From an optimization exercise on the open Yosys and OpenROAD flow, aimed at small area, a short achievable clock period and few clock cycles; shortcuts taken in it are not production practice.
The RTL was checked by simulation tests, not by an equivalence proof against the original design.
Power is estimated from default activity; no workload was simulated.

## line_decoder
module line_decoder (
    input  wire               clk,
    input  wire               rst,
    input  wire               start,
    input  wire        [2:0]  cmd_scheme,
    input  wire        [15:0] cmd_ncells,
    input  wire signed [15:0] cmd_spb,
    input  wire        [11:0] cmd_fs,
    input  wire               s_valid,
    output wire               s_ready,
    input  wire signed [11:0] s_data,
    output reg                b_valid,
    output reg                b_bit,
    output reg                busy,
    output reg                done,
    output reg         [1:0]  res,
    output wire        [15:0] outlen
);
For scale: about 1700 cells after synthesis, about 320 flip-flops, ~86 I/O pins, roughly 17000 um^2 of cells after synthesis.
clock: 12.0 ns
lec_check: 0
cap_margin: 20
core_margin: 2
core_utilization: 60
cts_cluster_diameter: 80
cts_cluster_size: 24
place_density: 0.75
setup_slack_margin: 5
slew_margin: 20
run.sh (not shown) runs the stock make flow with config.mk's settings and CLKGATE_MAP_FILE= SYNTH_SCRIPT=/design/flow/synth_recipe.tcl, a recipe that flattens the netlist after the stock synthesis.
Testbench counts at the start, summed over its fixed seeds: cycles 62,204.
Change:
==> flow/flow/run.sh (new file) <==
#!/bin/bash
# Standard layout, with timing repair aimed at a tighter setup target than the clock period.
set -euo pipefail
bash standard.sh SETUP_SLACK_MARGIN=8.7 CORE_UTILIZATION=60 PLACE_DENSITY=0.75 CTS_CLUSTER_SIZE=24 CTS_CLUSTER_DIAMETER=80 finish > standard_flow.log 2>&1
==> flow/standard.sh (new file) <==
#!/bin/bash
# synth_recipe.tcl (not shown) runs the flow's synth.tcl, then flattens the netlist and writes it again
# the make line also repeats each setting of config.mk as NAME=value (left out here)
make -C /OpenROAD-flow-scripts/flow DESIGN_CONFIG=/design/flow/config.mk WORK_HOME=/design/flow/orfs CLKGATE_MAP_FILE= SYNTH_SCRIPT=/design/flow/synth_recipe.tcl "${@:-finish}"
--- a/flow/config.mk
+++ b/flow/config.mk
@@ -9,7 +9,4 @@
 export CORE_MARGIN = 2
-export CORE_UTILIZATION = 60
-export CTS_CLUSTER_DIAMETER = 80
-export CTS_CLUSTER_SIZE = 24
-export PLACE_DENSITY = 0.75
-export SETUP_SLACK_MARGIN = 5
+export CORE_UTILIZATION = 40
+export PLACE_DENSITY = 0.6
 export SLEW_MARGIN = 20
removed: flow/run.sh
Result: The new run went through all stages and came out clean. Die area does not change. Via count climbs by 2.0%. Worst setup slack improved by 1.0 ns. Wire length climbs by about 4%.
Change:
==> flow/flow/run.sh (replaced) <==
#!/bin/bash
# Standard layout, with timing repair aimed at a tighter setup target than the clock period.
set -euo pipefail
bash standard.sh SETUP_SLACK_MARGIN=8.6 CORE_UTILIZATION=60 PLACE_DENSITY=0.75 CTS_CLUSTER_SIZE=24 CTS_CLUSTER_DIAMETER=80 finish > standard_flow.log 2>&1
Wire length rose by 0.90%.
Synthesized cell count stays the same.
Worst setup slack degrades by 0.023 ns.

---

== JK ==
line_decoder again, from the RTL that the note above started with.
export LEC_CHECK = 0
export CAP_MARGIN = 20
export CORE_MARGIN = 2
export CORE_UTILIZATION = 40
export PLACE_DENSITY = 0.6
export SLEW_MARGIN = 20
create_clock -name core_clock -period 12.0 [get_ports {clk}]
standard.sh (not shown) runs the stock make flow with config.mk's settings and CLKGATE_MAP_FILE= SYNTH_SCRIPT=/design/flow/synth_recipe.tcl, a recipe that flattens the netlist after the stock synthesis.
==> flow/flow/run.sh <==
#!/bin/bash
# Standard layout, with timing repair aimed at a tighter setup target than the clock period.
set -euo pipefail
bash standard.sh SETUP_SLACK_MARGIN=8.8 CORE_UTILIZATION=60 PLACE_DENSITY=0.75 CTS_CLUSTER_SIZE=24 CTS_CLUSTER_DIAMETER=80 finish > standard_flow.log 2>&1
Both conditions hold for JK: the flow ran to the end and the final layout passed the timing, DRC and antenna checks.
Testbench counts of JK, summed over its fixed seeds: cycles 62,204.
The following lists how PW was set up differently from JK:
==> flow/flow/run.sh <==
#!/bin/bash
# Standard layout, with timing repair aimed at a tighter setup target than the clock period.
set -euo pipefail
bash standard.sh SETUP_SLACK_MARGIN=8.7 CORE_UTILIZATION=70 PLACE_DENSITY=0.85 CTS_CLUSTER_SIZE=24 CTS_CLUSTER_DIAMETER=80 finish > standard_flow.log 2>&1
Results
Going from JK to PW, number of buffers inserted during clock tree synthesis saw a decrease; overall power of the completed layout saw a decrease; number of rows in the core area saw a decrease; share of the core filled with cells saw an increase. Setup slack after placement: lower on JK. PW ended up with nor4_4 as its master of the slowest instance on the critical path; JK ended up with dfxtp_2. PW: done, clean on timing, DRC and antenna. Part of the total power dissipated in the clock network in PW is 1.3 points below JK.

[re-timing with driven ports]
No port has a modelled driver above. Below, the same layouts with a new extraction and two added sets of constraints. Step 1, drivers: a clkbuf_16 drives clk and a buf_2 each remaining input, both assumed. Step 2 also shifts input and output timing later by t, the mid clock arrival at the registers, as if the neighbouring blocks saw the same clock. Slacks: ideal ports / drivers / drivers and shift; pairs: ideal ports / drivers.
run | t (ns) | slack for setup (ns) | worst setup path after step 2 | clock arrival spread, ns | worst register clock-pin slew, ns
the first run of note 1 | 0.551 | 7.552 / 7.559 / 7.007 | input to register | 0.029 / 0.029 | 0.10 / 0.10
the second run of note 1 | 0.569 | 8.585 / 8.535 / 8.166 | input to register | 0.027 / 0.027 | 0.10 / 0.10
the third run of note 1 | 0.562 | 8.563 / 8.513 / 8.108 | input to register | 0.019 / 0.018 | 0.10 / 0.10
JK | 0.557 | 8.611 / 8.560 / 8.173 | input to register | 0.016 / 0.016 | 0.10 / 0.10
PW | 0.552 | 8.583 / 8.540 / 8.063 | input to register | 0.016 / 0.016 | 0.10 / 0.10
After both steps setup and hold are still met in every run listed. The setup slack of the first run of note 1, which loses most, moves by +0.007 ns with the drivers and by -0.545 ns with both steps.
